What follows belongs to an exercise in optimizing a design on an open flow for small area; a production flow would make more cautious choices. The RTL was checked by simulation tests, not by an equivalence proof against the original design.

==> inputs of 11-25 <==
## minible_transport
module minible_transport (
    input  wire        clk,
    input  wire        rst,
    input  wire        req_valid,
    input  wire [31:0] req_word,
    output wire        req_ready,
    output reg         resp_valid,
    output reg  [2:0]  resp_kind,
    output wire [15:0] resp_type,
    output reg  [15:0] resp_len,
    input  wire        host_rd_en,
    input  wire        host_rd_buf,       
    input  wire [4:0]  host_rd_addr,
    output reg  [7:0]  host_rd_data,
    input  wire        host_wr_en,
    input  wire [4:0]  host_wr_addr,
    input  wire [7:0]  host_wr_data,
    input  wire        rx_valid,
    input  wire [7:0]  rx_byte,
    input  wire        rx_complete,
    input  wire        ghost_fire,
    input  wire        ghost_drop,
    input  wire [15:0] idle_rem,
    output wire        tx_valid,
    output wire [7:0]  tx_byte,
    input  wire        tx_ready,
    output wire [15:0] trstatus,
    output wire [7:0]  trfault,
    output wire [15:0] rx_landed_view,
    output wire [15:0] disp_type,
    output wire [15:0] disp_len,
    output wire [1:0]  disp_rmode
);
    localparam [1:0] RX_IDLE = 2'd0, RX_ACTIVE = 2'd1, RX_DPEND = 2'd2, RX_DONE = 2'd3;
    localparam [1:0] OP_NONE = 2'd0, OP_ACP = 2'd1, OP_WAIT = 2'd2;
    localparam [1:0] HS_IDLE = 2'd0, HS_ARMED = 2'd1, HS_REQ_SENT = 2'd2, HS_WAIT = 2'd3;
  ...
export LEC_CHECK = 0
export CAP_MARGIN = 20
export CORE_MARGIN = 2
export CORE_UTILIZATION = 55
export SLEW_MARGIN = 20
export SYNTH_HIERARCHICAL = 1
create_clock -name core_clock -period 10.0 [get_ports {clk}]
standard.sh (not shown) runs the stock make flow with config.mk's settings and CLKGATE_MAP_FILE= SYNTH_SCRIPT=/design/flow/synth_recipe.tcl, a recipe that flattens the netlist after the stock synthesis.
==> flow/flow/run.sh <==
#!/bin/bash
# The standard layout (standard.sh, unchanged synthesis) with two changes:
# - ports buffered with buf_1 instead of the default delay buffer,
# - clock tree from clkbuf_4 leaf clusters of up to 10 sinks and no dummy loads.
# ORFS writes each step's full log under orfs/logs/; make's output goes to standard.log.
set -euo pipefail
export BUFFER_PORTS_ARGS="-buffer_cell sky130_fd_sc_hd__buf_1"
export CTS_ARGS="-sink_clustering_enable -repair_clock_nets -dont_use_dummy_load -buf_list {sky130_fd_sc_hd__clkbuf_4} -sink_clustering_size 10 -sink_clustering_max_diameter 40"
bash standard.sh > standard.log 2>&1
==> 10-07: changes against 11-25 <==
--- a/flow/design.v
+++ b/flow/design.v
@@ -34,18 +34,17 @@
     localparam [1:0] RX_IDLE = 2'd0, RX_ACTIVE = 2'd1, RX_DPEND = 2'd2, RX_DONE = 2'd3;
     localparam [1:0] OP_NONE = 2'd0, OP_ACP = 2'd1, OP_WAIT = 2'd2;
     localparam [1:0] HS_IDLE = 2'd0, HS_ARMED = 2'd1, HS_REQ_SENT = 2'd2, HS_WAIT = 2'd3;
     localparam [2:0] K_DONE = 3'd0, K_NO_MSG = 3'd1, K_DISPATCHED = 3'd2, K_DROP_INVALID = 3'd3,
                      K_DROP_COMPLETED = 3'd4, K_DROP_OVERLEN = 3'd5, K_HS_MATCH = 3'd6;
     localparam [3:0] FLT_NONE = 4'd0, FLT_ILLEGAL = 4'd1, FLT_SEQUENCE = 4'd2, FLT_NOT_ARMED = 4'd3,
                      FLT_REM_RANGE = 4'd4, FLT_RX_OVERRUN = 4'd5, FLT_UNINIT = 4'd6,
                      FLT_TX_BUSY = 4'd7, FLT_BAD_TX = 4'd8;
-    reg [255:0]   rxbuf_q, stage_q;
-    reg [255:0]   txbuf_q;             
+    reg [255:0]   rxbuf_q, stage_q, txbuf_q;
     reg [5:0]     rx_hwm_q;            
     reg [1:0]     rx_state_q;
     reg [5:0]     rx_landed_q;
     reg           done_flag_q, rx_ghost_q;
     reg           tx_busy_q;
     reg [4:0]     tx_sent_q;
     reg           tx_load_q;           
     reg           answered_q, armed_q;
@@ -76,32 +75,33 @@
     reg [4:0]     land_at;             
     wire [3:0]  opsel = req_word[3:0];
     wire [1:0]  mod   = req_word[9:8];
     wire [15:0] arg16 = req_word[31:16];
     wire        req_fire = req_valid && req_ready;
     reg         illegal;
     always @* begin
         illegal = 1'b0;
-        if (opsel == 4'h0 || opsel[3]) illegal = 1'b1;
+        if (opsel == 4'h0 || opsel >= 4'h8) illegal = 1'b1;
         if (req_word[7:4] != 4'd0 || req_word[15:10] != 6'd0) illegal = 1'b1;
         if ((opsel == 4'h1 || opsel == 4'h3 || opsel == 4'h4 || opsel == 4'h5 || opsel == 4'h6) && mod != 2'd0)
             illegal = 1'b1;
         if (opsel == 4'h2 && mod == 2'd3) illegal = 1'b1;
         if (opsel == 4'h7 && mod[1]) illegal = 1'b1;
         if (opsel == 4'h7 && !mod[0] && arg16 != 16'd0) illegal = 1'b1;
         if ((opsel == 4'h1 || opsel == 4'h2 || opsel == 4'h3 || opsel == 4'h4 || opsel == 4'h6) && arg16 != 16'd0)
             illegal = 1'b1;
     end
     wire [15:0] rx_type  = rxbuf_q[0*8 +: 16];
     wire [15:0] rx_len1  = rxbuf_q[2*8 +: 16];
     wire [15:0] rx_len2  = rxbuf_q[28*8 +: 16];
     wire [15:0] rx_vfld  = rxbuf_q[30*8 +: 16];
-    wire ok_type  = rx_hwm_q[5:1] != 5'd0;    
-    wire ok_len1  = rx_hwm_q[5:2] != 4'd0;    
+    wire ok_type  = rx_hwm_q >= 6'd2;
+    wire ok_len1  = rx_hwm_q >= 6'd4;
+    wire ok_len2  = rx_hwm_q >= 6'd30;
     wire ok_valid = rx_hwm_q[5];
     wire        rd_fault = host_rd_en && !host_rd_buf && {1'b0, host_rd_addr} >= rx_hwm_q;
     wire        st_wr    = fault_q == FLT_NONE && !rd_fault && host_wr_en;
     wire [7:0]  b2 = stage_q[2*8 +: 8],  b3 = stage_q[3*8 +: 8];
     wire [7:0]  b28 = stage_q[28*8 +: 8], b29 = stage_q[29*8 +: 8];
     wire [7:0]  b30 = stage_q[30*8 +: 8], b31 = stage_q[31*8 +: 8];
     wire        w2  = st_wr && host_wr_addr == 5'd2,  w3  = st_wr && host_wr_addr == 5'd3;
     wire        w28 = st_wr && host_wr_addr == 5'd28, w29 = st_wr && host_wr_addr == 5'd29;
@@ -110,24 +110,22 @@
     wire        wd_zh = host_wr_data[7:5] == 3'd0;
     wire [4:0]  l1 = w2  ? host_wr_data[4:0] : b2[4:0];
     wire [4:0]  l2 = w28 ? host_wr_data[4:0] : b28[4:0];
     wire        st_ok = (w3  ? wd_z  : b3 == 8'd0) && (w29 ? wd_z : b29 == 8'd0) &&
                         (w2  ? wd_zh : b2[7:5] == 3'd0) && (w28 ? wd_zh : b28[7:5] == 3'd0) &&
                         l1 == l2 && !(l1[4] && l1[3] && l1[2:0] != 3'd0) &&
                         !((w30 ? wd_z : b30 == 8'd0) && (w31 ? wd_z : b31 == 8'd0));
     wire        rx_act   = rx_state_q == RX_ACTIVE || rx_state_q == RX_DPEND;
-    wire        rem_bad  = !rx_act && (idle_rem[15:6] != 10'd0 || (idle_rem[5] && idle_rem[4:0] != 5'd0));
+    wire        rem_bad  = !rx_act && idle_rem > 16'd32;
     wire [5:0]  arrived  = rx_act ? rx_landed_q : 6'd32 - idle_rem[5:0];
     wire        fast_ok  = rx_len1 != 16'd0 && rx_len1[15:6] == 10'd0 && {1'b0, rx_len1[5:0]} + 7'd4 <= {1'b0, arrived};
-    wire        case1    = arrived[5:2] != 4'd0 && !answered_q;
+    wire        case1    = arrived >= 6'd4 && !answered_q;
     wire        use_len2 = rx_len1 == 16'd0 || (req_fire && opsel == 4'h2 && !case1);
     wire [15:0] L        = use_len2 ? rx_len2 : rx_len1;
-    wire        L_big    = L[15:5] != 11'd0 || (L[4] && L[3] && L[2:0] != 3'd0);         
-    wire        arg_big  = arg16[15:5] != 11'd0 || (arg16[4] && arg16[3] && arg16[2:0] != 3'd0);
     reg deal, rearm, dropped, quiet;
     always @* begin
         rx_state = rx_state_q;  rx_landed = rx_landed_q;
         done_flag = done_flag_q;  rx_ghost = rx_ghost_q;
         tx_busy = tx_busy_q;  tx_sent = tx_sent_q;  tx_arm = 1'b0;
         answered = answered_q;  armed = armed_q;
         busy_op = busy_op_q;
         phase = phase_q;  d_rearm = d_rearm_q;
@@ -207,17 +205,17 @@
                                             rx_state = RX_ACTIVE;  rx_landed = 6'd0;  armed = 1'b1;
                                         end
                                         answered = 1'b0;
                                     end
                                 end
                             end
                             if (fault == FLT_NONE) begin
                                 if (deal) begin
-                                    if (L_big) begin
+                                    if (L > 16'd24) begin
                                         rsp_k = K_DROP_OVERLEN;
                                     end else if (!ok_type) begin
                                         fault = FLT_UNINIT;
                                     end else begin
                                         phase = 1'b1;
                                         d_rearm = rearm;
                                         rsp_k = K_DISPATCHED;
                                     end
@@ -256,17 +254,17 @@
                         rx_state = RX_IDLE;
                         rsp_v = 1'b1;  rsp_k = K_DONE;
                     end
                     4'h7: begin  
                         if (!phase) begin
                             fault = FLT_SEQUENCE;
                         end else if (mod[0] && tx_busy) begin
                             fault = FLT_TX_BUSY;
-                        end else if (mod[0] && arg_big) begin
+                        end else if (mod[0] && arg16 > 16'd24) begin
                             fault = FLT_BAD_TX;
                         end else begin
                             if (d_rearm) begin
                                 if (rx_state == RX_DPEND) rx_ghost = 1'b1;
                                 rx_state = RX_ACTIVE;  rx_landed = 6'd0;  armed = 1'b1;
                                 answered = 1'b0;
                             end
                             if (mod[0]) begin
@@ -303,17 +301,17 @@
                 end else if (!ok_valid) begin
                     fault = FLT_UNINIT;
                 end else if (rx_vfld != 16'd0) begin
                     deal = 1'b1;
                 end
                 if (fault == FLT_NONE) begin
                     if (!ok_type) begin
                         fault = FLT_UNINIT;
-                    end else if (deal && !L_big && rx_type == wait_exp_q) begin
+                    end else if (deal && L <= 16'd24 && rx_type == wait_exp_q) begin
                         answered = 1'b0;
                         if (phase) d_rearm = 1'b1;
                         hs_state = HS_IDLE;
                         busy_op = OP_NONE;
                         rsp_v = 1'b1;  rsp_k = K_HS_MATCH;
                     end else begin
                         if (rx_state == RX_DPEND) rx_ghost = 1'b1;
                         rx_state = RX_ACTIVE;  rx_landed = 6'd0;  armed = 1'b1;
@@ -367,18 +365,18 @@
             mt_nor2 u_lh (.a(lhi[gi/8]), .b(llo[gi%8]), .y(land_hit));
             wire       fld = gi < 4 || gi >= 28;
             wire [7:0] st_d = gi == 0 ? fd_type0 : gi == 1 ? fd_type1 :
                               gi == 2 || gi == 28 ? fd_len :
                               gi == 30 ? fd_one : fld ? fd_zero : host_wr_data;
             always @(posedge clk) begin
                 if (host_hit || (fld && reply))
                     stage_q[gi*8 +: 8] <= st_d;
-                if (tx_load_q && gi != 3 && gi != 28 && gi != 29)
-                    txbuf_q[gi*8 +: 8] <= gi == 2 ? {3'd0, stage_q[gi*8 +: 5]} : stage_q[gi*8 +: 8];
+                if (tx_load_q)
+                    txbuf_q[gi*8 +: 8] <= stage_q[gi*8 +: 8];
                 if (land_hit)
                     rxbuf_q[gi*8 +: 8] <= rx_byte;
             end
         end
     endgenerate
     wire [63:0] rsel;                   
     wire [31:0] tsel;                   
     wire [7:0] rhi, rlo, tlo;           
@@ -397,35 +395,29 @@
             mt_nor2 u_r (.a(rhi[si/8]), .b(rlo[si%8]), .y(rsel[si]));
         end
         for (si = 0; si < 32; si = si + 1) begin : g_tsel
             mt_nor2 u_t (.a(thi[si/8]), .b(tlo[si%8]), .y(tsel[si]));
         end
     endgenerate
     wire [511:0] rdat = {stage_q, rxbuf_q};
     wire [7:0]   rd_mux, tx_mux;
-    wire [27:0] tsel_full = {tsel[31:30], tsel[27:4], tsel[1:0]};
-    wire        tsel_len  = tsel[2] || tsel[28];
     genvar bi;
     generate
         for (bi = 0; bi < 8; bi = bi + 1) begin : g_rdbit
             wire [63:0] d;
-            wire [27:0] t;
+            wire [31:0] t;
             for (si = 0; si < 64; si = si + 1) begin : g_d
                 assign d[si] = rdat[si*8 + bi];
             end
-            for (si = 0; si < 28; si = si + 1) begin : g_t
-                assign t[si] = txbuf_q[(si < 2 ? si : si < 26 ? si + 2 : si + 4)*8 + bi];
+            for (si = 0; si < 32; si = si + 1) begin : g_t
+                assign t[si] = txbuf_q[si*8 + bi];
             end
             mt_sel64 u_rd (.s(rsel), .d(d), .y(rd_mux[bi]));
-            if (bi < 5) begin : g_len
-                mt_sel30 u_tx (.s({tx_load_q, tsel_len, tsel_full}), .d({stage_q[bi], txbuf_q[2*8 + bi], t}), .y(tx_mux[bi]));
-            end else begin : g_nolen
-                mt_sel29 u_tx (.s({tx_load_q, tsel_full}), .d({stage_q[bi], t}), .y(tx_mux[bi]));
-            end
+            mt_sel33 u_tx (.s(tsel), .d(t), .s32(tx_load_q), .d32(stage_q[bi]), .y(tx_mux[bi]));
         end
     endgenerate
     always @(posedge clk) begin
         if (busy_op_q != OP_WAIT) wait_exp_q <= arg16;
         if (!phase_q) begin
             d_type_q  <= rx_type;
             d_len_q   <= L[4:0];
             d_rmode_q <= mod;
@@ -512,61 +504,41 @@
     mt_nand4 u_p3 (.a(n[12]), .b(n[13]), .c(n[14]), .d(n[15]), .y(p[3]));
     mt_nand4 u_p4 (.a(n[16]), .b(n[17]), .c(n[18]), .d(n[19]), .y(p[4]));
     mt_nand2 u_p5 (.a(n[20]), .b(n[21]), .y(p[5]));
     wire [1:0] q;
     mt_nor3 u_q0 (.a(p[0]), .b(p[1]), .c(p[2]), .y(q[0]));
     mt_nor3 u_q1 (.a(p[3]), .b(p[4]), .c(p[5]), .y(q[1]));
     mt_nand2 u_y (.a(q[0]), .b(q[1]), .y(y));
 endmodule
-module mt_sel30 (
-    input  wire [29:0] s,
-    input  wire [29:0] d,
+module mt_sel33 (
+    input  wire [31:0] s,
+    input  wire [31:0] d,
+    input  wire        s32,
+    input  wire        d32,
     output wire        y
 );
-    wire [9:0] n;
+    wire [10:0] n;
     genvar k;
     generate
         for (k = 0; k < 10; k = k + 1) begin : g_a
             mt_aoi222 u (.a0(s[3*k]), .b0(d[3*k]), .a1(s[3*k+1]), .b1(d[3*k+1]),
                          .a2(s[3*k+2]), .b2(d[3*k+2]), .y(n[k]));
         end
     endgenerate
+    mt_aoi222 u_last (.a0(s[30]), .b0(d[30]), .a1(s[31]), .b1(d[31]), .a2(s32), .b2(d32), .y(n[10]));
     wire [2:0] p;
-    mt_nand4 u_p0 (.a(n[0]), .b(n[1]), .c(n[2]), .d(n[3]), .y(p[0]));
-    mt_nand4 u_p1 (.a(n[4]), .b(n[5]), .c(n[6]), .d(n[7]), .y(p[1]));
-    mt_nand2 u_p2 (.a(n[8]), .b(n[9]), .y(p[2]));
-    mt_or3   u_y  (.a(p[0]), .b(p[1]), .c(p[2]), .y(y));
-endmodule
-module mt_sel29 (
-    input  wire [28:0] s,
-    input  wire [28:0] d,
-    output wire        y
-);
-    wire [9:0] n;
-    genvar k;
-    generate
-        for (k = 0; k < 9; k = k + 1) begin : g_a
-            mt_aoi222 u (.a0(s[3*k]), .b0(d[3*k]), .a1(s[3*k+1]), .b1(d[3*k+1]),
-                         .a2(s[3*k+2]), .b2(d[3*k+2]), .y(n[k]));
-        end
-    endgenerate
-    mt_aoi22 u_last (.a0(s[27]), .b0(d[27]), .a1(s[28]), .b1(d[28]), .y(n[9]));
-    wire [2:0] p;
-    mt_nand4 u_p0 (.a(n[0]), .b(n[1]), .c(n[2]), .d(n[3]), .y(p[0]));
-    mt_nand4 u_p1 (.a(n[4]), .b(n[5]), .c(n[6]), .d(n[7]), .y(p[1]));
-    mt_nand2 u_p2 (.a(n[8]), .b(n[9]), .y(p[2]));
+    mt_nand4 u_p0 (.a(n[0]), .b(n[1]), .c(n[2]),  .d(n[3]), .y(p[0]));
+    mt_nand4 u_p1 (.a(n[4]), .b(n[5]), .c(n[6]),  .d(n[7]), .y(p[1]));
+    mt_nand3 u_p2 (.a(n[8]), .b(n[9]), .c(n[10]), .y(p[2]));
     mt_or3   u_y  (.a(p[0]), .b(p[1]), .c(p[2]), .y(y));
 endmodule
 module mt_aoi222 (input wire a0, b0, a1, b1, a2, b2, output wire y);
     assign y = ~((a0 & b0) | (a1 & b1) | (a2 & b2));
 endmodule
-module mt_aoi22 (input wire a0, b0, a1, b1, output wire y);
-    assign y = ~((a0 & b0) | (a1 & b1));
-endmodule
 module mt_nand2 (input wire a, b, output wire y);
     assign y = ~(a & b);
 endmodule
 module mt_nand3 (input wire a, b, c, output wire y);
     assign y = ~(a & b & c);
 endmodule
 module mt_nand4 (input wire a, b, c, d, output wire y);
     assign y = ~(a & b & c & d);
==> 12-13: changes against 11-25 <==
--- a/flow/design.v
+++ b/flow/design.v
@@ -76,32 +76,33 @@
     reg [4:0]     land_at;             
     wire [3:0]  opsel = req_word[3:0];
     wire [1:0]  mod   = req_word[9:8];
     wire [15:0] arg16 = req_word[31:16];
     wire        req_fire = req_valid && req_ready;
     reg         illegal;
     always @* begin
         illegal = 1'b0;
-        if (opsel == 4'h0 || opsel[3]) illegal = 1'b1;
+        if (opsel == 4'h0 || opsel >= 4'h8) illegal = 1'b1;
         if (req_word[7:4] != 4'd0 || req_word[15:10] != 6'd0) illegal = 1'b1;
         if ((opsel == 4'h1 || opsel == 4'h3 || opsel == 4'h4 || opsel == 4'h5 || opsel == 4'h6) && mod != 2'd0)
             illegal = 1'b1;
         if (opsel == 4'h2 && mod == 2'd3) illegal = 1'b1;
         if (opsel == 4'h7 && mod[1]) illegal = 1'b1;
         if (opsel == 4'h7 && !mod[0] && arg16 != 16'd0) illegal = 1'b1;
         if ((opsel == 4'h1 || opsel == 4'h2 || opsel == 4'h3 || opsel == 4'h4 || opsel == 4'h6) && arg16 != 16'd0)
             illegal = 1'b1;
     end
     wire [15:0] rx_type  = rxbuf_q[0*8 +: 16];
     wire [15:0] rx_len1  = rxbuf_q[2*8 +: 16];
     wire [15:0] rx_len2  = rxbuf_q[28*8 +: 16];
     wire [15:0] rx_vfld  = rxbuf_q[30*8 +: 16];
-    wire ok_type  = rx_hwm_q[5:1] != 5'd0;    
-    wire ok_len1  = rx_hwm_q[5:2] != 4'd0;    
+    wire ok_type  = rx_hwm_q >= 6'd2;
+    wire ok_len1  = rx_hwm_q >= 6'd4;
+    wire ok_len2  = rx_hwm_q >= 6'd30;
     wire ok_valid = rx_hwm_q[5];
     wire        rd_fault = host_rd_en && !host_rd_buf && {1'b0, host_rd_addr} >= rx_hwm_q;
     wire        st_wr    = fault_q == FLT_NONE && !rd_fault && host_wr_en;
     wire [7:0]  b2 = stage_q[2*8 +: 8],  b3 = stage_q[3*8 +: 8];
     wire [7:0]  b28 = stage_q[28*8 +: 8], b29 = stage_q[29*8 +: 8];
     wire [7:0]  b30 = stage_q[30*8 +: 8], b31 = stage_q[31*8 +: 8];
     wire        w2  = st_wr && host_wr_addr == 5'd2,  w3  = st_wr && host_wr_addr == 5'd3;
     wire        w28 = st_wr && host_wr_addr == 5'd28, w29 = st_wr && host_wr_addr == 5'd29;
@@ -110,24 +111,22 @@
     wire        wd_zh = host_wr_data[7:5] == 3'd0;
     wire [4:0]  l1 = w2  ? host_wr_data[4:0] : b2[4:0];
     wire [4:0]  l2 = w28 ? host_wr_data[4:0] : b28[4:0];
     wire        st_ok = (w3  ? wd_z  : b3 == 8'd0) && (w29 ? wd_z : b29 == 8'd0) &&
                         (w2  ? wd_zh : b2[7:5] == 3'd0) && (w28 ? wd_zh : b28[7:5] == 3'd0) &&
                         l1 == l2 && !(l1[4] && l1[3] && l1[2:0] != 3'd0) &&
                         !((w30 ? wd_z : b30 == 8'd0) && (w31 ? wd_z : b31 == 8'd0));
     wire        rx_act   = rx_state_q == RX_ACTIVE || rx_state_q == RX_DPEND;
-    wire        rem_bad  = !rx_act && (idle_rem[15:6] != 10'd0 || (idle_rem[5] && idle_rem[4:0] != 5'd0));
+    wire        rem_bad  = !rx_act && idle_rem > 16'd32;
     wire [5:0]  arrived  = rx_act ? rx_landed_q : 6'd32 - idle_rem[5:0];
     wire        fast_ok  = rx_len1 != 16'd0 && rx_len1[15:6] == 10'd0 && {1'b0, rx_len1[5:0]} + 7'd4 <= {1'b0, arrived};
-    wire        case1    = arrived[5:2] != 4'd0 && !answered_q;
+    wire        case1    = arrived >= 6'd4 && !answered_q;
     wire        use_len2 = rx_len1 == 16'd0 || (req_fire && opsel == 4'h2 && !case1);
     wire [15:0] L        = use_len2 ? rx_len2 : rx_len1;
-    wire        L_big    = L[15:5] != 11'd0 || (L[4] && L[3] && L[2:0] != 3'd0);         
-    wire        arg_big  = arg16[15:5] != 11'd0 || (arg16[4] && arg16[3] && arg16[2:0] != 3'd0);
     reg deal, rearm, dropped, quiet;
     always @* begin
         rx_state = rx_state_q;  rx_landed = rx_landed_q;
         done_flag = done_flag_q;  rx_ghost = rx_ghost_q;
         tx_busy = tx_busy_q;  tx_sent = tx_sent_q;  tx_arm = 1'b0;
         answered = answered_q;  armed = armed_q;
         busy_op = busy_op_q;
         phase = phase_q;  d_rearm = d_rearm_q;
@@ -207,17 +206,17 @@
                                             rx_state = RX_ACTIVE;  rx_landed = 6'd0;  armed = 1'b1;
                                         end
                                         answered = 1'b0;
                                     end
                                 end
                             end
                             if (fault == FLT_NONE) begin
                                 if (deal) begin
-                                    if (L_big) begin
+                                    if (L > 16'd24) begin
                                         rsp_k = K_DROP_OVERLEN;
                                     end else if (!ok_type) begin
                                         fault = FLT_UNINIT;
                                     end else begin
                                         phase = 1'b1;
                                         d_rearm = rearm;
                                         rsp_k = K_DISPATCHED;
                                     end
@@ -256,17 +255,17 @@
                         rx_state = RX_IDLE;
                         rsp_v = 1'b1;  rsp_k = K_DONE;
                     end
                     4'h7: begin  
                         if (!phase) begin
                             fault = FLT_SEQUENCE;
                         end else if (mod[0] && tx_busy) begin
                             fault = FLT_TX_BUSY;
-                        end else if (mod[0] && arg_big) begin
+                        end else if (mod[0] && arg16 > 16'd24) begin
                             fault = FLT_BAD_TX;
                         end else begin
                             if (d_rearm) begin
                                 if (rx_state == RX_DPEND) rx_ghost = 1'b1;
                                 rx_state = RX_ACTIVE;  rx_landed = 6'd0;  armed = 1'b1;
                                 answered = 1'b0;
                             end
                             if (mod[0]) begin
@@ -303,17 +302,17 @@
                 end else if (!ok_valid) begin
                     fault = FLT_UNINIT;
                 end else if (rx_vfld != 16'd0) begin
                     deal = 1'b1;
                 end
                 if (fault == FLT_NONE) begin
                     if (!ok_type) begin
                         fault = FLT_UNINIT;
-                    end else if (deal && !L_big && rx_type == wait_exp_q) begin
+                    end else if (deal && L <= 16'd24 && rx_type == wait_exp_q) begin
                         answered = 1'b0;
                         if (phase) d_rearm = 1'b1;
                         hs_state = HS_IDLE;
                         busy_op = OP_NONE;
                         rsp_v = 1'b1;  rsp_k = K_HS_MATCH;
                     end else begin
                         if (rx_state == RX_DPEND) rx_ghost = 1'b1;
                         rx_state = RX_ACTIVE;  rx_landed = 6'd0;  armed = 1'b1;
==> summary.md <==
| Metric | Value |
|---|---|
| Met2 WL | 52300 um |
| Vias | 23117 |
| Worst Tran Pin Value | 1120 ps |
| Die width | 253 um |
| Layout inverter count without the clock tree | 44 |
| CP delay by family, top | compound AO/OA/AOI/OAI gates |
| Later-pin clock latency in the skew report | 910 ps |
| Worst path arrival time | 8010 ps |
| DIE AREA | 64200 sq um |
| Status | complete, no violations |
| Met3 routed WL | 9940 um |
# the run above: 12-13

==> summary.md <==
| Metric | Value |
|---|---|
| Post-route clock period utilization | 68.6% |
| Layout inverter count without the clock tree | 55 |
| Met2 WL | 52800 um |
| Met3 routed WL | 10900 um |
| Die width | 253 um |
| Status | complete, no violations |
| Worst path arrival time | 7560 ps |
| Clock-pin slew on the worst setup and hold paths | 90 ps |
| DIE AREA | 63900 sq um |
| Final clock-cell share | 2.24% |
| Later-pin clock latency in the skew report | 910 ps |
| Multi-input gates | 1301 |
| Worst Tran Pin Value | 1090 ps |
| Vias | 23252 |
# the run above: 11-25

==> summary.md <==
| Metric | Value |
|---|---|
| Status | complete, no violations |
| CP delay by family, top | simple AND/OR/NAND/NOR gates |
| Met3 routed WL | 11000 um |
| Vias | 23656 |
| DIE AREA | 65500 sq um |
| Worst path arrival time | 4860 ps |
| Worst Tran Pin Value | 1010 ps |
| Met2 WL | 52100 um |
| Later-pin clock latency in the skew report | 940 ps |
| Layout inverter count without the clock tree | 46 |
# the run above: 10-07

## static timing again, ports no longer ideal
The flow's constraints put no driver on any port. The routed layouts listed below were extracted and timed again, unchanged, in two steps.
Step 1, drivers: a clkbuf_16 drives clk and a buf_2 each remaining input, both assumed.
Step 2 also shifts input and output timing later by t, the mid clock arrival at the registers, as if the neighbouring blocks saw the same clock.
a / b / c = ideal / step 1 / step 2; a / b = the first two.
| run | t, ns | setup slack, ns | worst setup path after step 2 | cell pins on the clock port's net |
|---|---|---|---|---|
| 11-25 | 0.909 | 3.138 / 3.159 / 2.250 | input to register | 1 |
| 10-07 | 0.928 | 3.137 / 3.074 / 2.268 | input to register | 1 |
| 12-13 | 0.929 | 2.730 / 2.765 / 1.836 | input to register | 1 |
After both steps setup and hold are still met in every run listed. The setup slack of 12-13, which loses most, moves by +0.035 ns with the drivers and by -0.894 ns with both steps.
